What follows belongs to an exercise in optimizing a design on an open flow for a short achievable clock period and few clock cycles per item; a production flow would make more cautious choices. Only simulation tests tie the RTL to the original design; equivalence was not proved. Power is estimated from default activity; no workload was simulated.

Design dint_encoder, start of the top module:
module dint_encoder (
    input  wire         clk,
    input  wire         rst,
    input  wire         start,
    input  wire [31:0]  n_in,
    input  wire [31:0]  max_n,
    input  wire [15:0]  esc_lo,
    output reg          src_rd_en,
    output reg  [29:0]  src_rd_addr,
    input  wire [31:0]  src_rd_data,
    output reg          enc_rd_en,
    output reg  [4:0]   enc_rd_size,
    output reg  [511:0] enc_rd_block,
    input  wire         enc_rd_hit,
    input  wire [15:0]  enc_rd_cw,
    output reg          out_valid,
    output reg  [15:0]  out_data,
    output reg          busy,
    output reg          done,
    output reg  [15:0]  err_code,
    output reg  [31:0]  dst_used,
    output reg  [31:0]  int_count,
    output reg  [31:0]  cw_count,
    output reg  [31:0]  lit_count,
    output reg  [31:0]  universe
);
Size in the first run: roughly 16000 cells after synthesis, ~2800 flip-flops, about 880 I/O pins, ~150000 um^2 of cells after synthesis.
make LEC_CHECK=0 ABC_CLOCK_PERIOD_IN_PS=2500 CAP_MARGIN=20 CELL_PAD_IN_SITES_DETAIL_PLACEMENT=1 CELL_PAD_IN_SITES_GLOBAL_PLACEMENT=1 CORE_MARGIN=2 CORE_UTILIZATION=30 SETUP_SLACK_MARGIN=3.6 SLEW_MARGIN=20 finish   # period 7.0 ns
run.sh (not shown) runs the stock make flow with config.mk's settings and CLKGATE_MAP_FILE= SYNTH_SCRIPT=/design/flow/synth_recipe.tcl, a recipe that flattens the netlist after the stock synthesis.
Testbench counts at the start, summed over its fixed seeds: cycles 33,267, items 23,793.
Rerun with:
--- a/flow/design.v
+++ b/flow/design.v
@@ -104,55 +104,78 @@
             else if (v[3]) first1 = 5'b01000;
             else if (v[4]) first1 = 5'b10000;
         end
     endfunction
     function [4:0] doksel;
         input [4:0] oh;
         begin
             doksel = ({5{oh[0]}} & dok16) | ({5{oh[1]}} & dok8) | ({5{oh[2]}} & dok4) |
                      ({5{oh[3]}} & dok2)  | ({5{oh[4]}} & dok1);
         end
     endfunction
+    reg [4:0] ca_tj [0:4];
+    reg [4:0] ca_tv, ca_keep;
+    reg [4:0] ca_c;
+    always @(*) begin
+        for (j = 0; j < 5; j = j + 1) begin
+            ca_keep[j] = s_v & dq[j];
+            case (j)
+                0: ca_c = dok16;
+                1: ca_c = dok8;
+                2: ca_c = dok4;
+                3: ca_c = dok2;
+                default: ca_c = dok1;
+            endcase
+            ca_c = ca_c & ~(ca_keep[j] ? si : 5'd0);
+            ca_tj[j] = first1(ca_c);
+            ca_tv[j] = |ca_c;
+        end
+    end
+    wire [4:0] tjh = first1(candh);
     function [25:0] decide;
         input hyp;
-        reg [4:0] kn, ht, mne, res_at, a_oh, ap_oh, cand, candr, cands;
+        reg [4:0] kn, ht, mne, res_at, a_oh, ap_oh, tjr, tjs, tj;
         reg [5:0] pre, off;
-        reg       lit, resolved, keepr, keeps, ts;
+        reg       lit, resolved, keeps, ts, tvr, tvs, tv;
         integer   m;
         begin
             kn = h_kn | xh;
             ht = h_ht | (hyp ? xh : 5'd0);
             mne = (kn & ~ht) | ~exh;
             pre[0] = 1'b1;
             for (m = 0; m < 5; m = m + 1) pre[m+1] = pre[m] & mne[m];
             for (m = 0; m < 5; m = m + 1) res_at[m] = pre[m] & exh[m] & ht[m];
             lit = pre[5] & hv;
             a_oh = res_at | {lit, 4'd0};
             resolved = |a_oh;
             ap_oh = first1(ht);
             if (ht == 5'd0) ap_oh = 5'b10000;
-            keepr = s_v & |(dq & a_oh);
-            keeps = s_v & |(dq & ap_oh);
-            candr = ~(keepr ? si : 5'd0) & doksel(a_oh);
-            cands = ~(keeps ? si : 5'd0) & doksel(ap_oh);
+            keeps = |(ap_oh & ca_keep);
+            tjr = 5'd0; tjs = 5'd0;
+            for (m = 0; m < 5; m = m + 1) begin
+                tjr = tjr | ({5{a_oh[m]}}  & ca_tj[m]);
+                tjs = tjs | ({5{ap_oh[m]}} & ca_tj[m]);
+            end
+            tvr = |(a_oh & ca_tv);
+            tvs = |(ap_oh & ca_tv);
             if (resolved) begin
-                cand = candr; ts = 1'b0;
+                tj = tjr; tv = tvr; ts = 1'b0;
                 off = {a_oh[0], a_oh[1], a_oh[2], a_oh[3], a_oh[4], 1'b0};
             end else if (anyh) begin
-                cand = candh; ts = 1'b0;
+                tj = tjh; tv = 1'b1; ts = 1'b0;
                 off = 6'b000001;
             end else begin
-                cand = cands; ts = 1'b1;
+                tj = tjs; tv = tvs; ts = 1'b1;
                 off = {1'b0, ap_oh[1], ap_oh[2], ap_oh[3], ap_oh[4], 1'b0};
             end
-            decide = {resolved, lit, a_oh, |cand, ts, first1(cand), off, ap_oh, keeps};
+            decide = {resolved, lit, a_oh, tv, ts, tj, off, ap_oh, keeps};
         end
     endfunction
     wire [25:0] dec0 = decide(1'b0);
     wire [25:0] dec1 = decide(1'b1);
     wire        hit  = enc_rd_hit;
     wire [25:0] dec  = hit ? dec1 : dec0;
     wire [5:0] sh0  = (dec0[25] & run) ? {dec0[19], dec0[20], dec0[21], dec0[22], dec0[23], 1'b0} : 6'b000001;
     wire [5:0] sh1  = (dec1[25] & run) ? {dec1[19], dec1[20], dec1[21], dec1[22], dec1[23], 1'b0} : 6'b000001;
     wire [5:0] off0 = dec0[11:6];
     wire [5:0] off1 = dec1[11:6];
     reg [W-1:0]  wtn0, wtn1;
Result:
- The new run completed with no timing, DRC or antenna violations
- clock power is higher by a few percent
- area after synthesis is higher by a few percent
- global-route usage is higher by 2.5 points
- cell count is higher by a few percent
- total power is higher by a few percent
- non-clock buffer count is higher by 351
- utilization is higher by 1.6 points
- count of clock-buffer cells in the layout is lower by 4
- cell area is higher by a few percent
- sequential power hardly moves
- setup slack gets worse by 0.10 ns
Testbench counts after the change, summed over its fixed seeds: cycles 33,267, items 23,793.

-- afterwards: timing with drivers on the ports --
The flow's constraints put no driver on any port. The routed layouts listed below were extracted and timed again, unchanged, in two steps. Step 1, drivers: a clkbuf_16 drives clk and a buf_2 each remaining input, both assumed. Step 2 also shifts input and output timing later by t, the mid clock arrival at the registers, as if the neighbouring blocks saw the same clock. Slacks: ideal / step 1 / step 2; pairs: ideal / step 1.
| run | shift t [ns] | setup slack, ns | worst setup path at the end |
|---|---|---|---|
| the first run | 1.123 | 3.150 / 3.150 / 2.344 | input to register |
| the second run | 1.139 | 3.049 / 3.049 / 2.215 | input to register |
After both steps every run listed still meets setup and hold. The setup slack of the second run, which loses most, moves by 0.000 ns with the drivers and by -0.834 ns with both steps.
